From an optimization exercise on the open Yosys and OpenROAD flow, aimed at small area, a short achievable clock period and few clock cycles; shortcuts taken in it are not production practice. At most, simulation tests tie the RTL to the original design; equivalence was not proved. Power is estimated from default activity; no workload was simulated.

Setup of alpha:
==> flow/design.v <==
module lkg (
    input  wire        clk,
    input  wire        rst,           
    input  wire        cmd_valid,
    output wire        cmd_ready,
    input  wire [47:0] cmd_data,
    output wire        rsp_valid,
    input  wire        rsp_ready,
    output wire [1:0]  rsp_status,
    output wire [31:0] rsp_data
);
    localparam [16:0] TAPS_A_REF = 17'h04001;
    localparam [24:0] TAPS_B_REF = 25'h0001019;
    reg         busy;           
    reg         rv;             
    wire        iw = busy & ~rv;    
    localparam [3:0] K_OK    = 4'd0,  K_ILL   = 4'd1,  K_UNI   = 4'd2,
                     K_NEXT  = 4'd3,  K_EMITA = 4'd4,  K_EMITB = 4'd5,
                     K_RDC   = 4'd6,  K_RDA   = 4'd7,  K_RDB   = 4'd8,
                     K_RTAPA = 4'd9,  K_RTAPB = 4'd10, K_RDST  = 4'd11;
    reg  [3:0]  rk;
    wire r_next  = (rk == K_NEXT);
    wire r_emita = (rk == K_EMITA);
    wire r_emitb = (rk == K_EMITB);
    wire r_rdc   = (rk == K_RDC);
    wire r_rda   = (rk == K_RDA);
    wire r_rdb   = (rk == K_RDB);
    wire r_rtapa = (rk == K_RTAPA);
    wire r_rtapb = (rk == K_RTAPB);
    wire r_rdst  = (rk == K_RDST);
    reg  [16:0] reg_a;
    reg  [24:0] reg_b;
    reg         cy;
    reg  [16:0] taps_a;
    reg  [24:0] taps_b;
    reg         rst_t;          
    reg         av, bv, cv;
    reg  [1:0]  na;             
    reg  [2:0]  nb;             
    wire [7:0]  op = cmd_data[47:40];
    wire [39:0] o  = cmd_data[39:0];
    wire g_hi  = ~|o[39:25];
    wire g_24  = ~o[24];
    wire g_mid = ~|o[23:17];
    wire g_16  = ~o[16];
    wire g_lo  = ~|o[15:1];
    wire g_0   = ~o[0];
    wire z25 = g_hi;
    wire z24 = g_hi & g_24;
    wire z17 = g_hi & g_24 & g_mid;
    wire z16 = g_hi & g_24 & g_mid & g_16;
    wire z1  = g_hi & g_24 & g_mid & g_16 & g_lo;
    wire z40 = g_hi & g_24 & g_mid & g_16 & g_lo & g_0;
    wire h0 = (op[7:4] == 4'h0);
    wire h1 = (op[7:4] == 4'h1);
    wire h2 = (op[7:4] == 4'h2);
    wire h3 = (op[7:4] == 4'h3);
    wire l0 = (op[3:0] == 4'h0);
    wire l1 = (op[3:0] == 4'h1);
    wire l2 = (op[3:0] == 4'h2);
    wire l3 = (op[3:0] == 4'h3);
    wire l4 = (op[3:0] == 4'h4);
    wire l5 = (op[3:0] == 4'h5);
    wire lf = (op[3:0] == 4'hF);
    wire is_init  = h0 & l1;
    wire is_next  = h0 & l2;
    wire is_setc  = h0 & l3;
    wire is_rdc   = h0 & l4;
    wire is_seeda = h1 & l0;
    wire is_lda   = h1 & l1;
    wire is_rda   = h1 & l2;
    wire is_emita = h1 & l3;
    wire is_wtapa = h1 & l4;
    wire is_rtapa = h1 & l5;
    wire is_seedb = h2 & l0;
    wire is_ldb   = h2 & l1;
    wire is_rdb   = h2 & l2;
    wire is_emitb = h2 & l3;
    wire is_wtapb = h2 & l4;
    wire is_rtapb = h2 & l5;
    wire is_rdst  = h3 & lf;
    wire accept = cmd_valid & ~busy;
    wire ok_init  = is_init;
    wire ok_next  = is_next  & z40 & av & bv & cv;
    wire ok_setc  = is_setc  & z1;
    wire ok_rdc   = is_rdc   & z40 & cv;
    wire ok_seeda = is_seeda & z16;
    wire ok_lda   = is_lda   & z17;
    wire ok_rda   = is_rda   & z40 & av;
    wire ok_emita = is_emita & z40 & av;
    wire ok_wtapa = is_wtapa & z17;
    wire ok_rtapa = is_rtapa & z40;
    wire ok_seedb = is_seedb & z24;
    wire ok_ldb   = is_ldb   & z25;
    wire ok_rdb   = is_rdb   & z40 & bv;
    wire ok_emitb = is_emitb & z40 & bv;
    wire ok_wtapb = is_wtapb & z25;
    wire ok_rtapb = is_rtapb & z40;
    wire ok_rdst  = is_rdst  & z40;
    wire legal = is_init
               | ((is_next | is_rdc | is_rda | is_emita | is_rtapa | is_rdb | is_emitb
                   | is_rtapb | is_rdst) & z40)
               | (is_setc & z1)
               | (is_seeda & z16)
               | ((is_lda | is_wtapa) & z17)
               | (is_seedb & z24)
               | ((is_ldb | is_wtapb) & z25);
    wire uninit = ((is_next & ~(av & bv & cv)) | (is_rdc & ~cv)
                   | ((is_rda | is_emita) & ~av) | ((is_rdb | is_emitb) & ~bv)) & z40;
    function [7:0] rev8(input [7:0] v);
        integer i;
        for (i = 0; i < 8; i = i + 1) rev8[i] = v[7-i];
    endfunction
    wire [16:0] seed_a_init = {rev8(o[39:32]), 1'b1, rev8(o[31:24])};
    wire [16:0] seed_a_cmd  = {rev8(o[15:8]),  1'b1, rev8(o[7:0])};
    wire [23:0] seed_b_bits = {rev8(o[23:16]), rev8(o[15:8]), rev8(o[7:0])};
    wire [24:0] seed_b      = {seed_b_bits[23:21], 1'b1, seed_b_bits[20:0]};
    function [16:0] step4a(input [16:0] s, input [16:0] t);
        integer i;
        reg [16:0] x;
        begin
            x = s;
            for (i = 0; i < 4; i = i + 1) x = {^(x & t), x[16:1]};
            step4a = x;
        end
    endfunction
    function [24:0] step4b(input [24:0] s, input [24:0] t);
        integer i;
        reg [24:0] x;
        begin
            x = s;
            for (i = 0; i < 4; i = i + 1) x = {^(x & t), x[24:1]};
            step4b = x;
        end
    endfunction
    wire run    = ~(rv & ~rsp_ready);
    wire taken  = rv & rsp_ready;
    wire blk_a  = accept & (is_init | is_seeda | is_lda);
    wire blk_b  = accept & (is_init | is_seedb | is_ldb);
    wire step_a = run & (na != 2'd0) & ~blk_a;
    wire step_b = run & (nb != 3'd0) & ~blk_b;
    wire ld_a_init = accept & ok_init;
    wire ld_a_seed = accept & ok_seeda;
    wire ld_a_lda  = accept & ok_lda;
    wire ld_a      = ld_a_init | ld_a_seed | ld_a_lda;
    wire ld_b_seed = accept & (ok_init | ok_seedb);
    wire ld_b_ldb  = accept & ok_ldb;
    wire ld_b      = ld_b_seed | ld_b_ldb;
    wire hold_a = ~(ld_a | step_a);
    wire hold_b = ~(ld_b | step_b);
    wire [16:0] a_d = ({17{ld_a_init}} & seed_a_init)
                    | ({17{ld_a_seed}} & seed_a_cmd)
                    | ({17{ld_a_lda}}  & o[16:0])
                    | ({17{step_a}}    & step4a(reg_a, taps_a))
                    | ({17{hold_a}}    & reg_a);
    wire [24:0] b_d = ({25{ld_b_seed}} & seed_b)
                    | ({25{ld_b_ldb}}  & o[24:0])
                    | ({25{step_b}}    & step4b(reg_b, taps_b))
                    | ({25{hold_b}}    & reg_b);
    wire [7:0] xa     = rev8(reg_a[7:0]);
    wire [7:0] yb     = rev8(reg_b[7:0]);
    wire [4:0] sum_lo  = {1'b0, xa[3:0]} + {1'b0, yb[3:0]} + {4'd0, cy};
    wire [4:0] sum_hi0 = {1'b0, xa[7:4]} + {1'b0, yb[7:4]};
    wire [4:0] sum_hi1 = {1'b0, xa[7:4]} + {1'b0, yb[7:4]} + 5'd1;
    wire [4:0] sum_hi  = sum_lo[4] ? sum_hi1 : sum_hi0;
    wire [7:0] sum_o   = {sum_hi[3:0], sum_lo[3:0]};
    wire       cy_new  = sum_hi[4] & ~(cy & (&(xa ^ yb)));
    assign cmd_ready  = ~busy & ~rst;
    assign rsp_valid  = rv & ~rst;
    assign rsp_status = {rk == K_UNI, rk == K_ILL};
    wire [24:0] rd = ({25{r_next}}  & {17'd0, sum_o})
                   | ({25{r_emita}} & {17'd0, xa})
                   | ({25{r_emitb}} & {17'd0, yb})
                   | ({25{r_rdc}}   & {24'd0, cy})
                   | ({25{r_rda}}   & {8'd0, reg_a})
                   | ({25{r_rdb}}   & reg_b)
                   | ({25{r_rtapa}} & {8'd0, taps_a})
                   | ({25{r_rtapb}} & taps_b)
                   | ({25{r_rdst}}  & {22'd0, cv, bv, av});
    assign rsp_data = {7'd0, rd};
    always @(posedge clk) begin
        if (rst) begin
            busy   <= 1'b0;
            rv     <= 1'b0;
            av     <= 1'b0;
            bv     <= 1'b0;
            cv     <= 1'b0;
        end else begin
            if (accept) begin
                busy <= 1'b1;
                if (!is_init)
                    rv <= 1'b1;
            end
            if (iw & ~nb[2])
                rv <= 1'b1;
            if (taken) begin
                rv   <= 1'b0;
                busy <= 1'b0;
            end
            if (ld_a) av <= 1'b1;
            if (ld_b) bv <= 1'b1;
            if (accept & (ok_init | ok_setc)) cv <= 1'b1;
        end
    end
    always @(posedge clk) begin
        if (accept)
            rk <= ~legal   ? K_ILL   : uninit   ? K_UNI   :
                  is_next  ? K_NEXT  : is_emita ? K_EMITA : is_emitb ? K_EMITB :
                  is_rdc   ? K_RDC   : is_rda   ? K_RDA   : is_rdb   ? K_RDB   :
                  is_rtapa ? K_RTAPA : is_rtapb ? K_RTAPB : is_rdst  ? K_RDST  : K_OK;
        if (ld_a_init | (accept & (ok_next | ok_emita)))
            na <= 2'd2;
        else if (ld_a)
            na <= 2'd0;
        else if (step_a)
            na <= na - 2'd1;
        if (accept & ok_init)
            nb <= 3'd4;
        else if (accept & (ok_next | ok_emitb))
            nb <= 3'd2;
        else if (ld_b)
            nb <= 3'd0;
        else if (step_b)
            nb <= nb - 3'd1;
        if (accept & (ok_init | ok_setc))
            cy <= ok_setc & o[0];
        else if (taken & r_next)
            cy <= cy_new;
        reg_a <= a_d;
        reg_b <= b_d;
    end
    wire wr_a = ~rst & accept & ok_wtapa;
    wire wr_b = ~rst & accept & ok_wtapb;
    always @(posedge clk) begin
        rst_t <= rst;
        if (rst_t & ~wr_a)
            taps_a <= TAPS_A_REF;
        else if (wr_a)
            taps_a <= o[16:0];
        if (rst_t & ~wr_b)
            taps_b <= TAPS_B_REF;
        else if (wr_b)
            taps_b <= o[24:0];
    end
endmodule
export LEC_CHECK = 0
export CAP_MARGIN = 0
export CORE_MARGIN = 2
export CORE_UTILIZATION = 40
export SETUP_SLACK_MARGIN = 5
export SLEW_MARGIN = 0
create_clock -name core_clock -period 10.0 [get_ports {clk}]
standard.sh (not shown) runs the stock make flow with config.mk's settings and CLKGATE_MAP_FILE= SYNTH_SCRIPT=/design/flow/synth_recipe.tcl, a recipe that flattens the netlist after the stock synthesis.
==> flow/flow/run.sh <==
#!/bin/bash
set -euo pipefail
here=$(pwd)
rm -rf "$here/scripts"
cp -r "$FLOW_HOME/scripts" "$here/scripts"
cp "$here/flow/abc_area.script" "$here/scripts/abc_speed.script"
bash standard.sh \
    "SCRIPTS_DIR=$here/scripts" \
    "BUFFER_PORTS_ARGS=-buffer_cell sky130_fd_sc_hd__buf_1" \
    SETUP_SLACK_MARGIN=5.5 \
    finish > standard.log 2>&1
==> flow/flow/abc_area.script <==
strash
balance; rewrite; refactor; balance; rewrite; rewrite -z; balance; refactor -z; rewrite -z; balance
balance -l; resub -K 6 -l; rewrite -l; resub -K 6 -N 2 -l; refactor -l; resub -K 8 -l; balance -l; resub -K 8 -N 2 -l; rewrite -l; resub -K 10 -l; rewrite -z -l; resub -K 10 -N 2 -l; balance -l; resub -K 12 -l; refactor -z -l; resub -K 12 -N 2 -l; rewrite -z -l; balance -l
&get -n
&st
&dch -f
&nf -a -R 1000
&put
topo
stime -c
Testbench counts of alpha, summed over its fixed seeds: cycles 22,836.
Setup changes, alpha to beta
--- a/flow/design.v
+++ b/flow/design.v
@@ -160,10 +160,7 @@
     wire [7:0] xa     = rev8(reg_a[7:0]);
     wire [7:0] yb     = rev8(reg_b[7:0]);
-    wire [4:0] sum_lo  = {1'b0, xa[3:0]} + {1'b0, yb[3:0]} + {4'd0, cy};
-    wire [4:0] sum_hi0 = {1'b0, xa[7:4]} + {1'b0, yb[7:4]};
-    wire [4:0] sum_hi1 = {1'b0, xa[7:4]} + {1'b0, yb[7:4]} + 5'd1;
-    wire [4:0] sum_hi  = sum_lo[4] ? sum_hi1 : sum_hi0;
-    wire [7:0] sum_o   = {sum_hi[3:0], sum_lo[3:0]};
-    wire       cy_new  = sum_hi[4] & ~(cy & (&(xa ^ yb)));
+    wire [8:0] sum_c  = {1'b0, xa} + {1'b0, yb} + {8'd0, cy};
+    wire [7:0] sum_o  = sum_c[7:0];
+    wire       cy_new = sum_c[8] & ~(cy & (&(xa ^ yb)));
     assign cmd_ready  = ~busy & ~rst;
     assign rsp_valid  = rv & ~rst;
--- outcome ---
When the final numbers for alpha and beta were put side by side, the weighted congestion at the end of routability-driven global placement turned out to be greater in alpha. Compared alpha against beta; total congestion overflow after global routing within noise. When the final numbers for alpha and beta were put side by side, the setup slack turned out to be greater in alpha. Count of buffers added by post-CTS timing repair for setup up 1 in beta wrt alpha. Comparing beta against alpha, there is no change at all in count of hold-fix buffers inserted at cts. Between alpha and beta, the xor/xnor cell area share of the yosys netlist figures differ only marginally. Compared with alpha, beta ends up with a smaller final cell area. Worst ir drop on vdd on beta is ahead of alpha. Relative to alpha, flip-flop and latch share of the layout cell area has increased by 0.35 points in beta. When beta is measured against alpha, its maximum frequency turns out 2.5% lower.
Function not checked in beta: the RTL went through the layout flow alone.

[separate check: timing with driven ports]
The flow's constraints put no driver on any port. The routed layouts listed below were extracted and timed again, unchanged, in two steps. Step 1: set_driving_cell puts a clkbuf_16 on clk and a buf_2 on each other input, an assumption about the parent block. Step 2 moves the port delays by t, midway between the first and last clock arrival at a register: inputs arrive t later, outputs are due t later. That takes back most of the time a late clock gives input paths. Slacks: no drivers / after step 1 / after step 2; pairs: no drivers / after step 1.
run	shift t [ns]	setup slack, ns	clock arrival spread, ns
alpha	0.399	5.552 / 5.533 / 5.297	0.009 / 0.009
beta	0.392	5.438 / 5.394 / 5.315	0.018 / 0.018
After both steps every run listed still meets setup and hold. For alpha, which loses most, drivers alone change the setup slack by -0.019 ns; drivers and shift together by -0.255 ns.
